Background: an optimization exercise with open tools, aiming at small area, a short achievable clock period and few clock cycles per item. Do not read the settings as production practice.
Where RTL was checked, it was by simulation tests only, not by an equivalence proof against the original.
Only the layout flow was run in run 3; the RTL was not checked for function there.
Power and IR drop assume default switching activity.

===== flow/config.mk =====
export PLATFORM = sky130hd
export DESIGN_NAME = sym_engine
export DESIGN_NICKNAME = sym_engine
export VERILOG_FILES = /design/flow/design.v
export SDC_FILE = /design/flow/constraint.sdc
export NUM_CORES = 4
export LEC_CHECK = 0
export CAP_MARGIN = 20
export CORE_MARGIN = 2
export CORE_UTILIZATION = 75
export CTS_BUF_LIST = sky130_fd_sc_hd__clkbuf_8
export SETUP_SLACK_MARGIN = 5
export SLEW_MARGIN = 20

===== flow/constraint.sdc =====
create_clock -name core_clock -period 9.0 [get_ports {clk}]
set_input_delay 1.8000 -clock core_clock [delete_from_list [all_inputs] [get_ports {clk}]]
set_output_delay 1.8000 -clock core_clock [all_outputs]
set_load 0.01 [all_outputs]

===== flow/design.v =====
module sym_engine (
    input  wire        clk,
    input  wire        rst,
    input  wire        cmd_valid,
    output wire        cmd_ready,
    input  wire [63:0] cmd_word,
    output wire        rsp_valid,
    input  wire        rsp_ready,
    output wire [63:0] rsp_word
);
  localparam [7:0] OP_SETDIM  = 8'h10;
  localparam [7:0] OP_SETMODE = 8'h11;
  localparam [7:0] OP_MAP     = 8'h12;
  reg [8:0] dim_w;    
  reg [8:0] dim_h;    
  reg [2:0] mode;     
  reg       o_valid;
  reg       o_res;    
  reg       o_last;   
  reg       o_mop;    
  reg       o_err;
  reg [7:0] o_px, o_py;   
  reg [3:0] o_rm;     
  reg [1:0] o_j;
  assign cmd_ready = rsp_ready && o_last;
  wire accept = cmd_valid && cmd_ready;
  wire take   = o_valid && rsp_ready;
  wire [7:0] op  = cmd_word[63:56];
  wire       rsv = cmd_word[55:32] != 24'd0;
  wire [15:0] xs = cmd_word[15:0];
  wire [15:0] ys = cmd_word[31:16];
  wire is_dim  = op == OP_SETDIM && !rsv;
  wire is_mode = op == OP_SETMODE && !rsv && cmd_word[31:3] == 29'd0 &&
                 cmd_word[2:0] != 3'd7;
  wire is_map  = op == OP_MAP && !rsv;
  function [8:0] clamp_dim;
    input [15:0] v;
    begin
      if (v[15] || v == 16'd0)                      clamp_dim = 9'd1;
      else if (v[14:9] != 6'd0 || (v[8] && v[7:0] != 8'd0)) clamp_dim = 9'd256;
      else                                          clamp_dim = v[8:0];
    end
  endfunction
  function sum1_eq;
    input [7:0] a;
    input [7:0] b;
    input [8:0] c;
    reg [8:0] cin;    
    reg [8:0] cout;   
    integer k;
    begin
      for (k = 0; k < 8; k = k + 1) begin
        cin[k]  = a[k] ^ b[k] ^ c[k];
        cout[k] = (a[k] & b[k]) | ((a[k] ^ b[k]) & ~c[k]);
      end
      cin[8] = c[8];
      cout[8] = 1'b0;
      sum1_eq = cin[0] && (cin[8:1] == cout[7:0]);
    end
  endfunction
  function lt8;
    input [7:0] a;
    input [7:0] b;
    integer k;
    begin
      lt8 = 1'b0;
      for (k = 0; k < 8; k = k + 1)
        lt8 = (a[k] ^ b[k]) ? b[k] : lt8;
    end
  endfunction
  wire [7:0] x  = xs[7:0];
  wire [7:0] y  = ys[7:0];
  wire       xz = xs[15:8] == 8'd0;
  wire       yz = ys[15:8] == 8'd0;
  wire in0 = xz && yz && (dim_w[8] || lt8(x, dim_w[7:0])) &&
                         (dim_h[8] || lt8(y, dim_h[7:0]));
  wire in1 = xz && yz && (dim_w[8] || lt8(y, dim_w[7:0])) &&
                         (dim_h[8] || lt8(x, dim_h[7:0]));
  wire cx  = dim_w[0] && dim_w[8:1] == {1'b0, x};    
  wire cy  = dim_h[0] && dim_h[8:1] == {1'b0, y};    
  wire dg  = x == y;                                 
  wire ad  = dim_w == dim_h && sum1_eq(x, y, dim_w);
  reg [3:0] mask;
  always @(*) begin
    case (mode)
      3'd1:    mask = {2'b00, in0 && !cx, in0};
      3'd2:    mask = {1'b0, in0 && !cy, 1'b0, in0};
      3'd3:    mask = {in0 && !cx && !cy, in0 && !cy, in0 && !cx, in0};
      3'd4:    mask = {in0 && !(cx && cy), 2'b00, in0};
      3'd5:    mask = {in1 && !dg, 2'b00, in0};
      3'd6:    mask = {in1 && !ad, 2'b00, in0};
      default: mask = {3'b000, in0};
    endcase
  end
  function [3:0] drop1;    
    input [3:0] m;
    begin
      drop1 = {m[3] & (m[2] | m[1] | m[0]), m[2] & (m[1] | m[0]), m[1] & m[0], 1'b0};
    end
  endfunction
  function [1:0] lowest;   
    input [3:0] m;
    begin
      lowest = {!m[0] && !m[1], !m[0] && (m[1] || !m[2])};
    end
  endfunction
  wire [3:0] rs   = o_res ? o_rm : drop1(o_rm);      
  wire [1:0] prev = o_res ? 2'd0 : lowest(o_rm);
  wire [1:0] tgt  = lowest(rs);
  wire       fx   = prev[0] ^ tgt[0];
  wire       fy   = prev[1] ^ tgt[1];
  wire       rs_one = rs != 4'd0 && drop1(rs) == 4'd0;
  wire m5 = mode == 3'd5;
  wire m6 = mode == 3'd6;
  wire [8:0] sb = dim_w + {1'b0, ~(m6 ? o_py : o_px)};    
  wire [8:0] sd = dim_h + {1'b0, ~(m6 ? o_px : o_py)};    
  wire [7:0] nx = m5 ? o_py : sb[7:0];
  wire [7:0] ny = m5 ? o_px : sd[7:0];
  always @(posedge clk) begin
    if (rst) begin
      o_valid <= 1'b0;
      dim_w   <= 9'd1;
      dim_h   <= 9'd1;
      mode    <= 3'd0;
    end else if (accept) begin
      o_valid <= 1'b1;
      if (is_dim) begin
        dim_w <= clamp_dim(xs);
        dim_h <= clamp_dim(ys);
      end
      if (is_mode) mode <= cmd_word[2:0];
    end else if (take && o_last) begin
      o_valid <= 1'b0;
    end
  end
  always @(posedge clk) begin
    if (rst) begin
      o_last <= 1'b1;
    end else if (accept) begin
      o_last <= !(is_map && mask != 4'd0);
    end else if (take) begin
      o_last <= o_last || rs_one;    
    end
  end
  always @(posedge clk) begin
    if (accept) begin
      o_res  <= 1'b1;
      o_mop  <= op == OP_MAP;
      o_err  <= !(is_dim || is_mode || is_map);
      o_px   <= x;
      o_py   <= op == OP_MAP ? y : op;
      o_rm   <= mask;
      o_j    <= 2'd0;
    end else if (take) begin
      o_res  <= 1'b0;
      o_rm   <= rs;
      if (!o_res) o_j <= o_j + 2'd1;
      if (fx) o_px <= nx;
      if (fy) o_py <= ny;
    end
  end
  wire [2:0] n = {o_rm[3] & o_rm[1],
                  o_rm[0] & (o_rm[1] | o_rm[2] | o_rm[3]) & !(o_rm[1] & o_rm[3]),
                  (o_rm[0] & !(o_rm[1] | o_rm[2] | o_rm[3])) | (o_rm[3] & !o_rm[0])};
  wire o_dim  = !o_err && !o_mop && !o_py[0];
  wire o_mode = !o_err && !o_mop && o_py[0];
  wire o_map  = !o_err && o_mop;
  wire [8:0] pay_lo = (o_dim ? dim_w : 9'd0) |
                      (o_mode ? {6'd0, o_px[2:0]} : 9'd0) |
                      (o_map ? {6'd0, n} : 9'd0);
  wire [8:0] pay_hi = o_dim ? dim_h : 9'd0;
  assign rsp_valid = o_valid;
  assign rsp_word = o_res ?
      {o_mop ? OP_MAP : o_py, 3'd0, o_err, 4'd0, 23'd0, pay_hi, 7'd0, pay_lo} :
      {OP_MAP, 4'd0, 4'd1, 28'd0, o_last, 1'b0, o_j, o_py, o_px};
endmodule

===== flow/flow/run.sh =====
#!/bin/bash
# The standard layout, with plain buffers (sky130_fd_sc_hd__buf_1) on the ports instead of
# the default delay-cell buffers. Each tool's output is in standard.log.
set -euo pipefail
cd "$(dirname "$0")/.."
export BUFFER_PORTS_ARGS="-buffer_cell sky130_fd_sc_hd__buf_1"
bash standard.sh finish > standard.log 2>&1

===== flow/standard.sh =====
#!/bin/bash
# synth_recipe.tcl (not shown) runs the flow's synth.tcl, then flattens the netlist and writes it again
# the make line also repeats each setting of config.mk as NAME=value (left out here)
make -C /OpenROAD-flow-scripts/flow DESIGN_CONFIG=/design/flow/config.mk WORK_HOME=/design/flow/orfs CLKGATE_MAP_FILE= SYNTH_SCRIPT=/design/flow/synth_recipe.tcl "${@:-finish}"

==> run_summary.xml, run 1 <==
<?xml version="1.0" encoding="UTF-8"?>
<metrics>
  <group name="floorplan">
    <metric name="floorplan.rows" unit="">30</metric>
    <metric name="io-pin-count" unit="">134</metric>
    <metric name="die_width" unit="um">86.62</metric>
    <metric name="floorplan.die_area" unit="mm2">0.007503</metric>
    <metric name="initial_core_utilization" unit="%">76.63</metric>
    <metric name="floorplan.die.height" unit="um">86.62</metric>
    <metric name="design.core.area" unit="mm2">0.006681</metric>
  </group>
  <group name="route">
    <metric name="drtAntennaViolNets" unit="">0</metric>
    <metric name="wirelength" unit="um">16330</metric>
    <metric name="vias" unit="">5510</metric>
    <metric name="via_per_inst" unit="">6.736</metric>
    <metric name="drt_iter0_markers" unit="">696</metric>
    <metric name="drt_drc_violations_left" unit="">0</metric>
    <metric name="avgRoutedWirePerCell" unit="um">19.97</metric>
    <metric name="detail_route.first_pass.iterations" unit="">8</metric>
  </group>
  <group name="timing">
    <metric name="worst-slew-pin-transition" unit="ns">1.092</metric>
    <metric name="fin_crit" unit="ns">4.307</metric>
    <metric name="timing.final.ws_setup" unit="ns">4.693</metric>
    <metric name="finalHoldViolations" unit="">0</metric>
    <metric name="setup_tns" unit="ns">0</metric>
    <metric name="final.setup_skew" unit="ns">0.008804</metric>
    <metric name="timing.final.max_slew_violations" unit="">0</metric>
    <metric name="relSlewSlack" unit="%">27.22</metric>
    <metric name="final.period_utilization" unit="%">47.85</metric>
    <metric name="setup-violations-final" unit="">0</metric>
    <metric name="rsz0062_at_grt" unit="">yes</metric>
    <metric name="achievable-frequency" unit="GHz">0.2322</metric>
  </group>
  <group name="synth">
    <metric name="synthAdderAreaFrac" unit="%">10.46</metric>
    <metric name="synth-seq-area-share" unit="%">23.07</metric>
    <metric name="synth_top_family_by_area" unit="">simple AND/OR/NAND/NOR gates</metric>
    <metric name="post_synth_num_cell_types" unit="">63</metric>
    <metric name="synth_common_cells" unit="">nor2_1, nand2_1, clkbuf_1</metric>
    <metric name="flip_flop_and_latch_count_after_synthesis" unit="">48</metric>
    <metric name="yosys.area_share.xor_xnor" unit="%">7.356</metric>
    <metric name="synth_compound_area_share" unit="%">18.87</metric>
    <metric name="yosys.area.top_type" unit="">edfxtp_1</metric>
    <metric name="synth-edff-count" unit="">22</metric>
    <metric name="synth.top_cells.by_area" unit="">edfxtp_1, dfxtp_1, ha_1</metric>
    <metric name="synth-async-reset-ratio" unit="%">0</metric>
    <metric name="postSynthCellCount" unit="">665</metric>
    <metric name="yosys_most_used_dff" unit="">dfxtp_1</metric>
    <metric name="post-synth-top-count-cell" unit="">nor2_1</metric>
    <metric name="synth_mux_area_share" unit="%">3.543</metric>
    <metric name="ys.warnings.count" unit="">1</metric>
    <metric name="yosys.area_share.simple" unit="%">26.30</metric>
    <metric name="mappedNetlistArea" unit="mm2">0.005120</metric>
    <metric name="yosysTopAreaCellShare" unit="%">12.90</metric>
    <metric name="synthesis.area_per_instance" unit="um2">7.699</metric>
  </group>
  <group name="power">
    <metric name="p_clk_share" unit="%">24.7</metric>
    <metric name="power.share.combinational" unit="%">28.9</metric>
    <metric name="p_sw" unit="mW">0.1985</metric>
    <metric name="peak_vdd_ir" unit="mV">0.06380</metric>
    <metric name="switching_share" unit="%">35.18</metric>
    <metric name="power.sequential.fraction" unit="%">46.4</metric>
    <metric name="p_int" unit="mW">0.3657</metric>
    <metric name="power.density_cell_area" unit="mW/mm2">100.5</metric>
    <metric name="power.static_leakage" unit="nW">2.146</metric>
  </group>
  <group name="worst_setup_path">
    <metric name="endpoint_kind" unit="">register</metric>
    <metric name="crit_path_class" unit="">input port to register</metric>
    <metric name="rrSetupSlack" unit="ns">5.18</metric>
    <metric name="critical_path_peak_fanout" unit="">2</metric>
    <metric name="worstSetupEndpoint" unit="">o_rm[1]</metric>
    <metric name="worst_r2r_path_depth" unit="">12</metric>
    <metric name="cp.required" unit="ns">9.17</metric>
    <metric name="worstReg2RegStart" unit="">mode[2]</metric>
    <metric name="setup.worst_path.start_class" unit="">input port</metric>
    <metric name="critical_path.startpoint" unit="">cmd_word[9]</metric>
    <metric name="critical_path.reg2reg.endpoint" unit="">o_px[7]</metric>
    <metric name="cp_data_arrival_time" unit="ns">4.48</metric>
  </group>
  <group name="cts">
    <metric name="clk_transition_reported_paths" unit="ns">0.09</metric>
    <metric name="clock_insertion_delay_at_the_later_pin_of_the_skew_report" unit="ns">0.31</metric>
    <metric name="clock-sinks" unit="">48</metric>
    <metric name="numCtsBuffers" unit="">5</metric>
    <metric name="tritoncts_clock_tree" unit="">done</metric>
    <metric name="cts_max_path_buffers" unit="">2</metric>
    <metric name="root_buffer" unit="">clkbuf_8</metric>
    <metric name="clock_tree.htree_level_count" unit="">2</metric>
  </group>
  <group name="finish">
    <metric name="antenna_cells" unit="">0</metric>
    <metric name="layout_area_growth_over_synthesis" unit="%">9.678</metric>
    <metric name="nets" unit="">837</metric>
    <metric name="drive_gt1_share" unit="%">5.556</metric>
  </group>
  <group name="placement">
    <metric name="hpwlAfterDp" unit="um">11680</metric>
    <metric name="place_congestion" unit="">0.9625</metric>
    <metric name="preCtsSetupSlack" unit="ns">4.052</metric>
    <metric name="place.port_buffers" unit="">104</metric>
  </group>
  <group name="job">
    <metric name="drv.max_cap_violation_count" unit="">0</metric>
  </group>
  <group name="global_route">
    <metric name="globalRouteOverflowTotal" unit="">0</metric>
    <metric name="maximum_number_of_pins_on_one_net_before_global_route_repair" unit="">43</metric>
    <metric name="grt_use_total" unit="%">43.35</metric>
    <metric name="grt_pass1_vias" unit="">5069</metric>
    <metric name="grt_pass1_wl" unit="um">25290</metric>
    <metric name="grt_antenna_before_repair" unit="">0</metric>
  </group>
  <group name="run_status">
    <metric name="outcome" unit="">finished clean</metric>
  </group>
  <group name="worst_hold_path">
    <metric name="worstHoldPathCells" unit="">2</metric>
    <metric name="hold_path.class" unit="">register to register</metric>
  </group>
</metrics>
-- power groups by stage --
stage | Combinational [mW] | Sequential (mW) | Clock, mW
after floorplan | 0.120 | 0.252 | 0
after global placement | 0.146 | 0.264 | 0
after detailed placement | 0.152 | 0.265 | 0
after CTS | 0.156 | 0.261 | 0.138
after global routing | 0.179 | 0.263 | 0.145
final | 0.163 | 0.262 | 0.140
-- critical path: stages --
cell,delay [ns]
buf_6,0.09
or4_4,0.50
or4_4,0.44
or4b_4,0.53
nand2b_4,0.15
or4_4,0.46
or4_4,0.43
o21ai_2,0.06
-- cell families (layout without fill, tap and decap cells) --
logic type	count (synthesis)	after routing
and+or+nand+nor	256	257
AOI/OAI and AO/OA	149	149
buffers and inverters	112	156
DFF	48	48
xor gates and xnor gates	43	43
adders and majority gates	38	38
muxes	18	18
other	1	29
-- metal layers --
layer,global-route usage (%),routed length (um)
met1,57.49,6110
met2,67.76,7472
met3,6.952,1952
met4,23.44,796
met5,0,0
-- sequential cells by signal (all words and copies together) (netlist names), 2 cells and up --
signal / count
dim_h: 9
dim_w: 9
o_px: 8
o_py: 8
o_rm: 4
mode: 3
o_j: 2
-- placed cells by master (no fill, tap or decap), types with 4 or more instances in the layout --
cell,instances
o22ai_1,4
buf_4,7
a21oi_1,37
o21ai_0,32
nor2b_1,22
fa_1,10
conb_1,29
clkbuf_8,6
maj3_1,6
edfxtp_1,22
nand2_1,51
inv_1,34
o31ai_1,6
mux2i_1,17
buf_1,101
nand3b_1,7
nor2_1,54
or3_1,6
or4_4,4
o211ai_1,5
dfxtp_1,25
a22oi_1,8
xor2_1,16
ha_1,22
a211oi_1,6
a22o_1,8
nand3_1,17
a31oi_1,11
nand4_1,6
nor3_1,20
xnor2_1,27
and2_1,15
nand2b_1,11
nor4_1,18
-- area by class of cell --
type / instances / area [um2]
multi-input cells: 534 / 3627
repair buffers: 113 / 475.5
well taps: 80 / 100.1
flip-flops and latches: 48 / 1185
clock buffers: 6 / 82.58
fillers: 425 / 1066
clock inverters: 2 / 10.01
inverters: 35 / 135.1
-- timing repair --
action,4_1_cts,5_1_grt
setup endpoints to repair,44,18
hold endpoints to repair,0,0
gates resized for setup,15,12
pin swaps,7,3
setup buffers,6,0
cloned,1,0
hold buffers,0,0
-- through the flow --
stage	hold slack [ns]	total power, mW	area (um2)	instances	utilization [%]
after global routing	0.5255	0.5875	5615	818	84.04
after CTS	0.5032	0.5544	5562	818	83.24
after floorplan	0.5001	0.3726	5225	693	-
after global placement	0.4811	0.4098	5346	803	80.02
after detailed placement	0.4891	0.4164	5346	803	80.02
final	0.5063	0.5642	5615	818	84.04
-- how the worst min path moves through the flow --
stage / startpoint / to
2_1_floorplan: o_j[1] / o_j[1]
3_3_place_gp: o_valid / o_valid
3_5_place_dp: o_valid / o_valid
4_1_cts: o_valid / o_valid
5_1_grt: o_valid / o_valid
6_report: o_valid / o_valid
Testbench counts, summed over its fixed seeds: cycles 6,396, items 3,200.
==> inputs of run 2 (changes only) <==
--- a/flow/config.mk
+++ b/flow/config.mk
@@ -8,5 +8,5 @@
 export CAP_MARGIN = 20
 export CORE_MARGIN = 2
-export CORE_UTILIZATION = 75
+export CORE_UTILIZATION = 60
 export CTS_BUF_LIST = sky130_fd_sc_hd__clkbuf_8
 export SETUP_SLACK_MARGIN = 5
==> run 2 against run 1 <==
Net effect:
- routed wire length is 2.1% lower
- global-route usage is 8.7 points lower
- power is 2.2% lower
- core utilization is 16 points lower
- worst setup slack better by 0.017 ns
- sequential share of layout area is 0.13 points lower
- clock skew hardly changed
- hold slack better by 0.016 ns
- cell count is 3.7% higher
- combinational power hardly changed
- first-iteration DRC count is 38% lower
- critical endpoint unchanged
==> run_summary.xml, run 2 <==
<?xml version="1.0" encoding="UTF-8"?>
<metrics>
  <group name="route">
    <metric name="wirelength" unit="um">16000</metric>
    <metric name="via_per_inst" unit="">6.219</metric>
    <metric name="detail_route.first_pass.iterations" unit="">8</metric>
    <metric name="drt_iter0_markers" unit="">435</metric>
    <metric name="avgRoutedWirePerCell" unit="um">18.86</metric>
    <metric name="drt_drc_violations_left" unit="">0</metric>
    <metric name="vias" unit="">5274</metric>
    <metric name="drtAntennaViolNets" unit="">0</metric>
  </group>
  <group name="timing">
    <metric name="final.setup_skew" unit="ns">0.009207</metric>
    <metric name="achievable-frequency" unit="GHz">0.2331</metric>
    <metric name="final.period_utilization" unit="%">47.67</metric>
    <metric name="timing.final.max_slew_violations" unit="">0</metric>
    <metric name="rsz0062_at_grt" unit="">yes</metric>
    <metric name="setup_tns" unit="ns">0</metric>
    <metric name="setup-violations-final" unit="">0</metric>
    <metric name="relSlewSlack" unit="%">30.20</metric>
    <metric name="finalHoldViolations" unit="">0</metric>
    <metric name="worst-slew-pin-transition" unit="ns">1.047</metric>
    <metric name="fin_crit" unit="ns">4.290</metric>
  </group>
  <group name="floorplan">
    <metric name="floorplan.rows" unit="">33</metric>
    <metric name="die_width" unit="um">96.38</metric>
    <metric name="floorplan.die.height" unit="um">96.38</metric>
    <metric name="io-pin-count" unit="">134</metric>
    <metric name="design.core.area" unit="mm2">0.008258</metric>
    <metric name="floorplan.die_area" unit="mm2">0.009288</metric>
    <metric name="initial_core_utilization" unit="%">62.00</metric>
  </group>
  <group name="synth">
    <metric name="yosys.area.top_type" unit="">edfxtp_1</metric>
    <metric name="flip_flop_and_latch_count_after_synthesis" unit="">48</metric>
    <metric name="synth_common_cells" unit="">nor2_1, nand2_1, clkbuf_1</metric>
    <metric name="synth-seq-area-share" unit="%">23.07</metric>
    <metric name="yosysTopAreaCellShare" unit="%">12.90</metric>
    <metric name="post_synth_num_cell_types" unit="">63</metric>
    <metric name="synth-async-reset-ratio" unit="%">0</metric>
    <metric name="synth.top_cells.by_area" unit="">edfxtp_1, dfxtp_1, ha_1</metric>
    <metric name="post-synth-top-count-cell" unit="">nor2_1</metric>
    <metric name="postSynthCellCount" unit="">665</metric>
    <metric name="yosys_most_used_dff" unit="">dfxtp_1</metric>
    <metric name="synth-edff-count" unit="">22</metric>
    <metric name="synthesis.area_per_instance" unit="um2">7.699</metric>
    <metric name="ys.warnings.count" unit="">1</metric>
    <metric name="mappedNetlistArea" unit="mm2">0.005120</metric>
  </group>
  <group name="finish">
    <metric name="largest_registers" unit="">dim_h x9, dim_w x9</metric>
    <metric name="antenna_cells" unit="">0</metric>
    <metric name="design_area" unit="mm2">0.005649</metric>
    <metric name="nets" unit="">842</metric>
    <metric name="fill_cells" unit="">720</metric>
    <metric name="final_util" unit="%">68.41</metric>
    <metric name="drive_gt1_share" unit="%">6.057</metric>
    <metric name="mostFrequentLayoutCell" unit="">buf_1</metric>
    <metric name="layout_area_growth_over_synthesis" unit="%">10.34</metric>
    <metric name="layout_common_cells" unit="">buf_1, nor2_1, nand2_1, a21oi_1, inv_1</metric>
  </group>
  <group name="worst_hold_path">
    <metric name="worstHoldPathCells" unit="">2</metric>
    <metric name="hold_path.class" unit="">register to register</metric>
    <metric name="min-delay-start" unit="">o_valid</metric>
    <metric name="hold_path_end" unit="">o_valid</metric>
  </group>
  <group name="worst_setup_path">
    <metric name="cp.required" unit="ns">9.15</metric>
    <metric name="crit_path_class" unit="">input port to register</metric>
    <metric name="setup.worst_path.start_class" unit="">input port</metric>
    <metric name="critical_path_peak_fanout" unit="">2</metric>
    <metric name="critical_path.reg2reg.endpoint" unit="">o_px[7]</metric>
    <metric name="endpoint_kind" unit="">register</metric>
    <metric name="worstReg2RegStart" unit="">mode[1]</metric>
    <metric name="cp_data_arrival_time" unit="ns">4.44</metric>
    <metric name="worst_r2r_path_depth" unit="">12</metric>
    <metric name="rrSetupSlack" unit="ns">5.39</metric>
  </group>
  <group name="power">
    <metric name="peak_vdd_ir" unit="mV">0.06695</metric>
    <metric name="power.density_cell_area" unit="mW/mm2">97.72</metric>
    <metric name="power.static_leakage" unit="nW">2.152</metric>
  </group>
  <group name="placement">
    <metric name="place.port_buffers" unit="">104</metric>
    <metric name="place_congestion" unit="">0.9647</metric>
    <metric name="placed_area" unit="mm2">0.005391</metric>
    <metric name="hpwlAfterDp" unit="um">11610</metric>
  </group>
  <group name="cts">
    <metric name="numCtsBuffers" unit="">5</metric>
    <metric name="holdBufCountCts" unit="">0</metric>
    <metric name="clock-sinks" unit="">48</metric>
    <metric name="clock_tree.htree_level_count" unit="">2</metric>
    <metric name="cts_max_path_buffers" unit="">2</metric>
    <metric name="clk_transition_reported_paths" unit="ns">0.10</metric>
    <metric name="root_buffer" unit="">clkbuf_8</metric>
    <metric name="tritoncts_clock_tree" unit="">done</metric>
    <metric name="clock_insertion_delay_at_the_later_pin_of_the_skew_report" unit="ns">0.31</metric>
  </group>
  <group name="global_route">
    <metric name="grt_pass1_wl" unit="um">24290</metric>
    <metric name="globalRouteOverflowTotal" unit="">0</metric>
    <metric name="grt_pass1_vias" unit="">4682</metric>
    <metric name="grt_antenna_before_repair" unit="">0</metric>
    <metric name="grt_use_total" unit="%">34.68</metric>
    <metric name="maximum_number_of_pins_on_one_net_before_global_route_repair" unit="">43</metric>
  </group>
  <group name="run_status">
    <metric name="outcome" unit="">finished clean</metric>
  </group>
  <group name="job">
    <metric name="drv.max_cap_violation_count" unit="">0</metric>
  </group>
</metrics>
-- run 2: where the power goes --
group / internal [mW] / switching [mW]
Sequential: 0.242 / 0.0196
Combinational: 0.0639 / 0.0972
Clock: 0.0526 / 0.0770
-- run 2: cell families (layout without fill, tap and decap cells) --
family	after synthesis	in the layout	synth area share, %
XOR/XNOR	43	43	7.356
buffers and inverters	112	161	10.34
AND/OR/NAND/NOR	256	257	26.30
multiplexers	18	18	3.543
other	1	29	0.07324
adder cells (fa/ha/maj)	38	38	10.46
flip-flops	48	48	23.07
AO/OA/AOI/OAI	149	149	18.87
-- run 2: how the worst max path moves through the flow --
stage | startpoint | to | cells after the start
after floorplan | cmd_word[10] | o_rm[1] | 7
after global placement | cmd_word[61] | dim_w[6] | 7
after detailed placement | cmd_word[61] | dim_w[6] | 7
after CTS | cmd_word[10] | o_rm[1] | 8
after global routing | cmd_word[10] | o_rm[1] | 8
final | cmd_word[10] | o_rm[1] | 8
-- run 2: timing repair --
action,CTS,global route
pin swaps,3,5
gates cloned,1,0
buffers inserted,3,7
gates resized for setup,10,13
setup endpoints to repair,45,28
-- run 2: stage by stage --
stage	hold WS (ns)	instances	total power, mW	setup slack [ns]
finish	0.5226	848	0.5521	4.710
global route	0.5486	848	0.5807	4.635
CTS	0.5066	841	0.5441	4.694
detailed placement	0.4929	829	0.4163	4.024
global placement	0.4766	829	0.4124	4.227
floorplan	0.5001	693	0.3726	4.491
-- run 2: final cells by class --
cell class	count	area, um2	share of cell area (%)
timing repair buffer	118	504.2	8.926
inverter	35	135.1	2.392
multi-input combinational	534	3612	63.94
sequential	48	1185	20.97
clock buffer	5	68.82	1.218
clock inverter	3	12.51	0.2215
tap	105	131.4	2.326
-- run 2: metal layers --
| metal | global-route usage, % | vias to the layer above | wire (um) |
|---|---|---|---|
| met4 | 11.62 | 0 | 427 |
| li1 | - | 2468 | - |
| met1 | 47.33 | 2445 | 6620 |
| met5 | 0 | - | 0 |
| met2 | 55.96 | 319 | 7253 |
| met3 | 5.818 | 42 | 1696 |
-- run 2: worst max-delay path, cell delays in order --
cell	delay [ns]
buf_1	0.07
or4_4	0.53
or4_4	0.43
or4b_4	0.56
nand2b_4	0.15
or4_4	0.43
or4_1	0.40
o21ai_1	0.08
==> inputs of run 3 (changes only) <==
--- a/flow/design.v
+++ b/flow/design.v
@@ -113,8 +113,19 @@
   wire m5 = mode == 3'd5;
   wire m6 = mode == 3'd6;
-  wire [8:0] sb = dim_w + {1'b0, ~(m6 ? o_py : o_px)};    
-  wire [8:0] sd = dim_h + {1'b0, ~(m6 ? o_px : o_py)};    
-  wire [7:0] nx = m5 ? o_py : sb[7:0];
-  wire [7:0] ny = m5 ? o_px : sd[7:0];
+  function [7:0] sub1;
+    input [7:0] a;
+    input [7:0] v;
+    reg c;
+    integer k;
+    begin
+      c = 1'b0;
+      for (k = 0; k < 8; k = k + 1) begin
+        sub1[k] = a[k] ^ ~v[k] ^ c;
+        c = (a[k] & ~v[k]) | ((a[k] ^ ~v[k]) & c);
+      end
+    end
+  endfunction
+  wire [7:0] nx = m5 ? o_py : sub1(dim_w[7:0], m6 ? o_py : o_px);    
+  wire [7:0] ny = m5 ? o_px : sub1(dim_h[7:0], m6 ? o_px : o_py);    
   always @(posedge clk) begin
     if (rst) begin
@@ -140,5 +151,5 @@
       o_last <= !(is_map && mask != 4'd0);
     end else if (take) begin
-      o_last <= o_last || rs_one;    
+      o_last <= rs_one;
     end
   end
--- a/flow/config.mk
+++ b/flow/config.mk
@@ -8,5 +8,5 @@
 export CAP_MARGIN = 20
 export CORE_MARGIN = 2
-export CORE_UTILIZATION = 60
+export CORE_UTILIZATION = 40
 export CTS_BUF_LIST = sky130_fd_sc_hd__clkbuf_8
 export SETUP_SLACK_MARGIN = 5
==> run 3 against run 2 <==
Net effect:
- hold slack lost 0.0056 ns
- die area grew 40%
- first-iteration DRC count shrank 16%
- sequential power shrank 2%
- via count shrank 6.5%
- clock power grew 7%
- core utilization shrank 23 points
- sequential share of layout area grew 1.0 points
- critical endpoint is now o_py[7]
==> run_summary.xml, run 3 <==
<?xml version="1.0" encoding="UTF-8"?>
<metrics>
  <group name="placement">
    <metric name="hpwlAfterDp" unit="um">12060</metric>
    <metric name="placed_area" unit="mm2">0.005154</metric>
    <metric name="place.port_buffers" unit="">104</metric>
    <metric name="place_congestion" unit="">0.8763</metric>
    <metric name="dp_cells" unit="">818</metric>
  </group>
  <group name="finish">
    <metric name="layout_common_cells" unit="">buf_1, nor2_1, nand2_1, inv_1, a21oi_1</metric>
    <metric name="stdcell_count" unit="">838</metric>
    <metric name="design_area" unit="mm2">0.005430</metric>
    <metric name="fill_cells" unit="">1264</metric>
    <metric name="layout_area_growth_over_synthesis" unit="%">12.41</metric>
    <metric name="antenna_cells" unit="">0</metric>
    <metric name="largest_registers" unit="">dim_h x9, dim_w x9</metric>
    <metric name="nets" unit="">788</metric>
    <metric name="drive_gt1_share" unit="%">9.407</metric>
    <metric name="mostFrequentLayoutCell" unit="">buf_1</metric>
  </group>
  <group name="synth">
    <metric name="ys.warnings.count" unit="">1</metric>
    <metric name="yosys_most_used_dff" unit="">dfxtp_1</metric>
    <metric name="yosys.area.top_type" unit="">edfxtp_1</metric>
    <metric name="synth-seq-area-share" unit="%">24.45</metric>
    <metric name="synthesis.area_per_instance" unit="um2">7.855</metric>
    <metric name="mappedNetlistArea" unit="mm2">0.004831</metric>
    <metric name="yosysTopAreaCellShare" unit="%">13.68</metric>
    <metric name="synth-async-reset-ratio" unit="%">0</metric>
    <metric name="post-synth-top-count-cell" unit="">nor2_1</metric>
    <metric name="synth-edff-count" unit="">22</metric>
    <metric name="postSynthCellCount" unit="">615</metric>
    <metric name="synth.top_cells.by_area" unit="">edfxtp_1, dfxtp_1, fa_1</metric>
    <metric name="post_synth_num_cell_types" unit="">59</metric>
    <metric name="synth_common_cells" unit="">nor2_1, nand2_1, clkbuf_1</metric>
    <metric name="flip_flop_and_latch_count_after_synthesis" unit="">48</metric>
  </group>
  <group name="global_route">
    <metric name="maximum_number_of_pins_on_one_net_before_global_route_repair" unit="">41</metric>
    <metric name="grt_pass1_wl" unit="um">25190</metric>
    <metric name="grt_antenna_before_repair" unit="">0</metric>
    <metric name="grt_use_total" unit="%">25.13</metric>
    <metric name="globalRouteOverflowTotal" unit="">0</metric>
    <metric name="grt_pass1_vias" unit="">4604</metric>
  </group>
  <group name="worst_setup_path">
    <metric name="cp_data_arrival_time" unit="ns">4.10</metric>
    <metric name="cp.required" unit="ns">9.05</metric>
    <metric name="endpoint_kind" unit="">register</metric>
    <metric name="setup.worst_path.start_class" unit="">register</metric>
    <metric name="critical_path_peak_fanout" unit="">5</metric>
    <metric name="crit_path_class" unit="">register to register</metric>
  </group>
  <group name="cts">
    <metric name="clk_transition_reported_paths" unit="ns">0.10</metric>
    <metric name="cts_max_path_buffers" unit="">2</metric>
    <metric name="clock_insertion_delay_at_the_later_pin_of_the_skew_report" unit="ns">0.31</metric>
    <metric name="clock-sinks" unit="">48</metric>
    <metric name="tritoncts_clock_tree" unit="">done</metric>
    <metric name="numCtsBuffers" unit="">5</metric>
    <metric name="root_buffer" unit="">clkbuf_8</metric>
    <metric name="holdBufCountCts" unit="">0</metric>
    <metric name="clock_tree.htree_level_count" unit="">2</metric>
  </group>
  <group name="timing">
    <metric name="worst-slew-pin-transition" unit="ns">0.8543</metric>
    <metric name="setup_tns" unit="ns">0</metric>
    <metric name="finalHoldViolations" unit="">0</metric>
    <metric name="timing.final.max_slew_violations" unit="">0</metric>
    <metric name="setup-violations-final" unit="">0</metric>
    <metric name="achievable-frequency" unit="GHz">0.2469</metric>
    <metric name="final.period_utilization" unit="%">45.01</metric>
    <metric name="relSlewSlack" unit="%">42.88</metric>
    <metric name="final.setup_skew" unit="ns">0.004846</metric>
    <metric name="rsz0062_at_grt" unit="">yes</metric>
    <metric name="fin_crit" unit="ns">4.051</metric>
  </group>
  <group name="route">
    <metric name="drtAntennaViolNets" unit="">0</metric>
    <metric name="drt_drc_violations_left" unit="">0</metric>
    <metric name="detail_route.first_pass.iterations" unit="">5</metric>
    <metric name="drt_iter0_markers" unit="">364</metric>
    <metric name="vias" unit="">4932</metric>
    <metric name="via_per_inst" unit="">5.885</metric>
    <metric name="wirelength" unit="um">16410</metric>
    <metric name="avgRoutedWirePerCell" unit="um">19.58</metric>
  </group>
  <group name="power">
    <metric name="power.share.combinational" unit="%">26.8</metric>
    <metric name="peak_vdd_ir" unit="mV">0.06118</metric>
    <metric name="p_int" unit="mW">0.3488</metric>
    <metric name="p_sw" unit="mW">0.1891</metric>
    <metric name="power.density_cell_area" unit="mW/mm2">99.06</metric>
    <metric name="report.power.total" unit="mW">0.5379</metric>
    <metric name="power.static_leakage" unit="nW">1.923</metric>
    <metric name="power.sequential.fraction" unit="%">47.4</metric>
    <metric name="switching_share" unit="%">35.15</metric>
    <metric name="p_clk_share" unit="%">25.9</metric>
  </group>
  <group name="floorplan">
    <metric name="io-pin-count" unit="">134</metric>
    <metric name="die_width" unit="um">113.9</metric>
    <metric name="initial_core_utilization" unit="%">40.56</metric>
    <metric name="floorplan.die_area" unit="mm2">0.01297</metric>
    <metric name="design.core.area" unit="mm2">0.01191</metric>
    <metric name="floorplan.die.height" unit="um">113.9</metric>
    <metric name="floorplan.rows" unit="">40</metric>
  </group>
  <group name="run_status">
    <metric name="outcome" unit="">finished clean</metric>
  </group>
  <group name="job">
    <metric name="drv.max_cap_violation_count" unit="">0</metric>
  </group>
  <group name="worst_hold_path">
    <metric name="hold_path.class" unit="">register to register</metric>
  </group>
</metrics>
## run 3: cell types whose count changed in the layout (fill, tap and decap cells not counted), moves of 6 or more
cell | before | now
nor2_1 | 54 | 61
buf_1 | 100 | 94
a21oi_1 | 37 | 31
a22oi_1 | 8 | 16
fa_2 | 0 | 12
mux2i_1 | 17 | 6
ha_1 | 22 | 8
nor3_1 | 19 | 13
o22ai_1 | 4 | 11
nand3_1 | 17 | 10
a31oi_1 | 11 | 17
o21ai_0 | 33 | 19
## run 3: final timing paths
path,endpoint,cells after the start,slack [ns],startpoint
worst max register to register,o_py[7],15,4.95,mode[0]
worst max-delay path,o_py[7],15,4.95,mode[0]
worst min-delay path,o_valid,2,0.52,o_valid
worst min register to register,o_valid,2,0.52,o_valid
## run 3: logic make-up (layout without fill, tap and decap cells)
logic type / count (synthesis) / count (layout) / synth area share [%]
xor+xnor: 40 / 40 / 7.252
buf+inv: 112 / 159 / 11.42
flops: 48 / 48 / 24.45
mux: 6 / 6 / 1.243
other cells: 1 / 29 / 0.07763
fa+ha+maj: 31 / 31 / 11.09
simple gates: 233 / 234 / 24.76
compound gates: 144 / 144 / 19.71
## run 3: critical path: stages, from the launching register on
cell	delay, ns
dfxtp_4	0.35
nand3b_1	0.21
buf_6	0.17
nor2_4	0.07
a21oi_2	0.04
ha_2	0.17
fa_2	0.35
fa_2	0.37
fa_2	0.40
fa_2	0.34
fa_2	0.34
fa_2	0.37
xor2_2	0.20
nor2_2	0.07
a221oi_2	0.23
a31oi_1	0.11
## run 3: per-layer routing
layer | routed length [um] | global-route usage [%] | up-vias | share of wire [%]
met1 | 6926 | 35.09 | 2378 | 42
met5 | 0 | 0 | - | 0
li1 | - | - | 2274 | -
met3 | 1326 | 3.401 | 28 | 8.1
met2 | 7803 | 40.60 | 252 | 48
met4 | 355 | 7.805 | 0 | 2.2
## run 3: repair_timing
item,CTS,global route
gates resized for setup,22,9
buffers inserted,7,4
pin swaps,11,3
gates cloned,1,0
setup endpoints to repair,41,23
## run 3: power by group through the flow
stage	Clock (mW)	Combinational, mW	Sequential (mW)
6_report	0.139	0.144	0.255
5_1_grt	0.146	0.161	0.257
4_1_cts	0.140	0.139	0.257
3_5_place_dp	0	0.134	0.262
3_3_place_gp	0	0.131	0.261
2_1_floorplan	0	0.105	0.251
## run 3: per-stage QoR
step / utilization, % / setup slack [ns] / hold slack [ns]
final: 45.59 / 4.949 / 0.5170
after floorplan: - / 4.738 / 0.4973
after detailed placement: 43.27 / 4.167 / 0.5018
after CTS: 44.99 / 4.941 / 0.5181
after global placement: 43.27 / 4.346 / 0.4978
after global routing: 45.59 / 4.811 / 0.5535
## run 3: final cells by class
type / count / area [um2] / area share (%)
clock buffers: 5 / 68.82 / 1.267
inverters: 33 / 127.6 / 2.350
repair buffers: 118 / 534.3 / 9.839
multi-input cells: 484 / 3299 / 60.76
flip-flops and latches: 48 / 1194 / 21.98
clock inverters: 3 / 22.52 / 0.4147
well taps: 147 / 183.9 / 3.387

==> port drivers added, routing unchanged <==
No port has a modelled driver above. Below, the same layouts with a new extraction and two added sets of constraints. Step 1 sets driving cells, clkbuf_16 on the clock port and buf_2 on the other inputs (assumed; they add their load-dependent delay and slew). Step 2 moves the port delays by t, midway between the first and last clock arrival at a register: inputs arrive t later, outputs are due t later. That takes back most of the time a late clock gives input paths. Three values: ideal ports, drivers, drivers and shift; two values: the first two.
run | shift t [ns] | slack for setup (ns) | hold WS [ns] | latest minus earliest clock arrival (ns) | worst data-port slew with drivers (ns)
run 1 | 0.344 | 4.693 / 4.688 / 4.344 | 0.506 / 0.506 / 0.506 | 0.009 / 0.008 | 0.05
run 2 | 0.344 | 4.710 / 4.725 / 4.382 | 0.523 / 0.523 / 0.523 | 0.009 / 0.009 | 0.04
run 3 | 0.347 | 4.949 / 4.949 / 4.791 | 0.517 / 0.517 / 0.517 | 0.005 / 0.004 | 0.04
After both steps every run listed still meets setup and hold. For run 1, which loses most, drivers alone change the setup slack by -0.005 ns; drivers and shift together by -0.349 ns.
